This design comes from an exercise in tuning for small area on the open sky130 flow, not from production work.
Only simulation tests tie the RTL to the original design; equivalence was not proved.
No activity file was given, so power comes from the tool's default toggle rates. The flow treats the clock pin as an ideal source, which a real chip does not have.

Setup of job 4998:
Design pm8121_codec, start of the top module:
module pm8121_codec (
    input  wire        clk,
    input  wire        rst,
    input  wire        cmd_valid,
    output wire        cmd_ready,
    input  wire [15:0] cmd,
    output reg         rd_valid,
    output wire [7:0]  rd_data,
    input  wire        rx_valid,
    output wire        rx_ready,
    input  wire [9:0]  rx_word,
    output wire        tx_valid,
    input  wire        tx_ready,
    output wire [7:0]  tx_data,
    output wire        tx_last,
    input  wire        tx_fail
);
Size: roughly 5,700 cells after synthesis, ~4,200 flip-flops, roughly 53 I/O pins, ~94,000 sq um of cells after synthesis.
==> flow/config.mk <==
export PLATFORM = sky130hd
export DESIGN_NAME = pm8121_codec
export DESIGN_NICKNAME = pm8121_codec
export VERILOG_FILES = /design/flow/design.v
export SDC_FILE = /design/flow/constraint.sdc
export NUM_CORES = 4
export LEC_CHECK = 0
export CAP_MARGIN = 20
export CORE_MARGIN = 2
export CORE_UTILIZATION = 40
export CTS_CLUSTER_DIAMETER = 80
export CTS_CLUSTER_SIZE = 30
export SLEW_MARGIN = 20
==> flow/constraint.sdc <==
create_clock -name core_clock -period 10.0 [get_ports {clk}]
set_input_delay 2.0000 -clock core_clock [delete_from_list [all_inputs] [get_ports {clk}]]
set_output_delay 2.0000 -clock core_clock [all_outputs]
set_load 0.01 [all_outputs]
standard.sh (not shown) runs the stock make flow with config.mk's settings and CLKGATE_MAP_FILE= SYNTH_SCRIPT=/design/flow/synth_recipe.tcl, a recipe that flattens the netlist after the stock synthesis.
==> flow/flow/run.sh <==
#!/bin/bash
# The standard layout (standard.sh) with three changes:
#  1. synthesis uses flow/my_synth.tcl: the standard flow's synthesis script with an
#     area-oriented ABC mapping of the combinational logic (same registers);
#  2. clock tree synthesis runs without dummy loads, with clkbuf_8 in the tree
#     above the sink clusters;
#  3. the buffer placed on every input and output port is buf_1.
# The clock period, constraints, floorplan, power grid, tap cells,
# placement, routing and finishing are the standard flow's own.
set -euo pipefail
here=$(pwd)
sed "s#SYNTH_SCRIPT=[^ ]*#SYNTH_SCRIPT=$here/flow/my_synth.tcl#" standard.sh > my_standard.sh
grep -q "SYNTH_SCRIPT=$here/flow/my_synth.tcl" my_standard.sh
bash my_standard.sh synth > synth.log 2>&1
export CTS_ARGS="-sink_clustering_enable -repair_clock_nets -dont_use_dummy_load -sink_clustering_size 30 -sink_clustering_max_diameter 80 -tree_buf sky130_fd_sc_hd__clkbuf_8"
export BUFFER_PORTS_ARGS="-buffer_cell sky130_fd_sc_hd__buf_1"
bash standard.sh > standard.log 2>&1
==> flow/flow/my_synth.tcl <==
# The standard synthesis script (synth_recipe.tcl) with one change: ORFS's
# final ABC technology mapping of the combinational logic runs Yosys's default
# liberty-mapping script (with &nf area recovery) instead of ORFS's
# delay-oriented abc_speed.script. Flip-flops are mapped by dfflibmap before
# this step, so the registers, their names and their cells are unchanged.
proc synth {args} { yosys synth -nofsm -noshare {*}$args }
proc abc {args} {
  set keep {}
  set i 0
  while {$i < [llength $args]} {
    set a [lindex $args $i]
    if {$a in {-liberty -dont_use}} {
      lappend keep $a [lindex $args [expr {$i + 1}]]
      incr i 2
    } elseif {$a in {-script -constr -D}} {
      incr i 2
    } else {
      lappend keep $a
      incr i
    }
  }
  yosys abc {*}$keep -script "+strash;&get,-n;&fraig,-x;&put;scorr;dc2;dretime;strash;&get,-n;&dch,-f;&nf,-R,1000;&put"
}
source $::env(SCRIPTS_DIR)/synth.tcl
# left out here: clear keep_hierarchy, flatten, clean up, hide names made inside functions, write 1_2_yosys.v
Job 4998 ran to completion and came out clean on the timing, DRC and antenna checks.
For job 5787, these inputs were changed with respect to job 4998:
diff --git a/flow/flow/run.sh b/flow/flow/run.sh
--- a/flow/flow/run.sh
+++ b/flow/flow/run.sh
@@ -13,5 +13,5 @@
 grep -q "SYNTH_SCRIPT=$here/flow/my_synth.tcl" my_standard.sh
 bash my_standard.sh synth > synth.log 2>&1
-export CTS_ARGS="-sink_clustering_enable -repair_clock_nets -dont_use_dummy_load -sink_clustering_size 30 -sink_clustering_max_diameter 80 -tree_buf sky130_fd_sc_hd__clkbuf_8"
+export CTS_ARGS="-sink_clustering_enable -repair_clock_nets -dont_use_dummy_load -sink_clustering_size 33 -sink_clustering_max_diameter 80 -tree_buf sky130_fd_sc_hd__clkbuf_8"
 export BUFFER_PORTS_ARGS="-buffer_cell sky130_fd_sc_hd__buf_1"
 bash standard.sh > standard.log 2>&1
==> summary.txt <==
From job 4998 to job 5787 the numbers moved as follows: final period utilization went up; count of inserted antenna diode cells rose by 1; minimum setup slack among reg-to-reg paths dropped 90 ps.

job 8268:
Another version of the RTL of pm8121_codec (not shown whole).
Size in the first run: ~6000 cells after synthesis, ~4200 flip-flops, ~53 I/O pins, ~96000 µm² of cells after synthesis.
clock: 10.0 ns
lec_check: 0
cap_margin: 20
core_margin: 2
core_utilization: 40
cts_cluster_diameter: 80
cts_cluster_size: 30
slew_margin: 20
==> flow/flow/run.sh <==
#!/bin/bash
# The standard layout (standard.sh: standard synthesis, floorplan, place,
# CTS, route, finish) with one change: clock tree synthesis runs without dummy
# loads, and with clkbuf_8 in the tree above the sink clusters. The clock
# period, constraints, power grid, tap cells and port buffering are the standard flow's.
set -euo pipefail
export CTS_ARGS="-sink_clustering_enable -repair_clock_nets -dont_use_dummy_load -sink_clustering_size 30 -sink_clustering_max_diameter 80 -tree_buf sky130_fd_sc_hd__clkbuf_8"
bash standard.sh > standard.log 2>&1
Inputs modified between job 8268 and job 7676:
==> flow/run.sh (new file) <==
#!/bin/bash
# synth_recipe.tcl (not shown) runs the flow's synth.tcl, then flattens the netlist and writes it again
# the make line also repeats each setting of config.mk as NAME=value (left out here)
make -C /OpenROAD-flow-scripts/flow DESIGN_CONFIG=/design/flow/config.mk WORK_HOME=/design/flow/orfs CLKGATE_MAP_FILE= SYNTH_SCRIPT=/design/flow/synth_recipe.tcl finish
removed: flow/flow/run.sh
removed: flow/standard.sh
[summary]
- There was hardly any difference in routed wire length per instance between job 7676 and job 8268.
- Job 7676 vs. job 8268: overall power after layout up 2.8%; total length of routed wires flat; clock-cell share of area up 0.80 points.
- Job 7676 closes out successfully: all stages finished, all timing, DRC and antenna checks passed.
- The sequential share of power in job 7676 was lower than what job 8268 gave.
- Reported for job 8268 and job 7676, area after synthesis turned out identical to the last digit.
- Between job 7676 and job 8268, the final cell count does not differ in any meaningful way.
- Cell area grows slightly when moving from job 8268 to job 7676.
- Compared job 7676 against job 8268; routed via count within noise.
Inputs modified between job 7676 and job 8869:
==> flow/flow/run.sh (new file) <==
#!/bin/bash
# The standard layout (standard.sh) with two changes:
#  1. synthesis uses flow/my_synth.tcl: the standard flow's synthesis script with an
#     area-oriented ABC mapping of the combinational logic (same registers);
#  2. clock tree synthesis runs without dummy loads, with clkbuf_8 in the tree
#     above the sink clusters.
# The clock period, constraints, floorplan, power grid, tap cells, port
# buffers, placement, routing and finishing are the standard flow's own.
set -euo pipefail
here=$(pwd)
sed "s#SYNTH_SCRIPT=[^ ]*#SYNTH_SCRIPT=$here/flow/my_synth.tcl#" standard.sh > my_standard.sh
grep -q "SYNTH_SCRIPT=$here/flow/my_synth.tcl" my_standard.sh
bash my_standard.sh synth > synth.log 2>&1
export CTS_ARGS="-sink_clustering_enable -repair_clock_nets -dont_use_dummy_load -sink_clustering_size 30 -sink_clustering_max_diameter 80 -tree_buf sky130_fd_sc_hd__clkbuf_8"
bash standard.sh > standard.log 2>&1
==> flow/flow/my_synth.tcl (new file) <==
# The standard synthesis script (synth_recipe.tcl) with one change: ORFS's
# final ABC technology mapping of the combinational logic runs Yosys's default
# liberty-mapping script (with &nf area recovery) instead of ORFS's
# delay-oriented abc_speed.script. Flip-flops are mapped by dfflibmap before
# this step, so the registers, their names and their cells are unchanged.
proc synth {args} { yosys synth -nofsm -noshare {*}$args }
proc abc {args} {
  set keep {}
  set i 0
  while {$i < [llength $args]} {
    set a [lindex $args $i]
    if {$a in {-liberty -dont_use}} {
      lappend keep $a [lindex $args [expr {$i + 1}]]
      incr i 2
    } elseif {$a in {-script -constr -D}} {
      incr i 2
    } else {
      lappend keep $a
      incr i
    }
  }
  yosys abc {*}$keep -script "+strash;&get,-n;&fraig,-x;&put;scorr;dc2;dretime;strash;&get,-n;&dch,-f;&nf,-R,1000;&put"
}
source $::env(SCRIPTS_DIR)/synth.tcl
# left out here: clear keep_hierarchy, flatten, clean up, hide names made inside functions, write 1_2_yosys.v
==> flow/standard.sh (new file) <==
#!/bin/bash
# synth_recipe.tcl (not shown) runs the flow's synth.tcl, then flattens the netlist and writes it again
# the make line also repeats each setting of config.mk as NAME=value (left out here)
make -C /OpenROAD-flow-scripts/flow DESIGN_CONFIG=/design/flow/config.mk WORK_HOME=/design/flow/orfs CLKGATE_MAP_FILE= SYNTH_SCRIPT=/design/flow/synth_recipe.tcl "${@:-finish}"
removed: flow/run.sh
- The cell count in job 8869 sits 222 below the value recorded for job 7676.
- Synthesis-to-finish area growth: job 7676 vs job 8869 — no meaningful difference
- Compared with job 7676, final net count in job 8869 decreased by a few percent.

## afterwards: timing with drivers on the ports
No port has a modelled driver above. Below, the same layouts with a new extraction and two added sets of constraints. Step 1 (the two cells are an assumption about what drives the block):
set clk [get_ports {clk}]
set_driving_cell -lib_cell sky130_fd_sc_hd__clkbuf_16 $clk
set_driving_cell -lib_cell sky130_fd_sc_hd__buf_2 [delete_from_list [all_inputs] $clk]
Step 2, shift: input delay + t, output delay - t, t = (earliest + latest rising clock arrival at the registers) / 2. This alone moves slack from input paths to output paths. a / b / c = ideal ports / drivers / drivers and shift; a / b = the first two.
run	shift t [ns]	setup slack, ns	worst setup path after step 2	pins driven straight from the clock port
job 4998	0.894	1.746 / 1.627 / 1.272	input to register	1
job 5787	0.884	1.712 / 1.598 / 1.125	input to register	1
job 8268	0.917	1.927 / 1.904 / 1.904	input to output	1
job 7676	0.929	1.839 / 1.816 / 1.816	input to output	1
job 8869	0.878	0.992 / 0.918 / 0.915	input to register	1
After both steps setup and hold are still met in every run listed. The setup slack of job 5787, which loses most, moves by -0.114 ns with the drivers and by -0.587 ns with both steps.
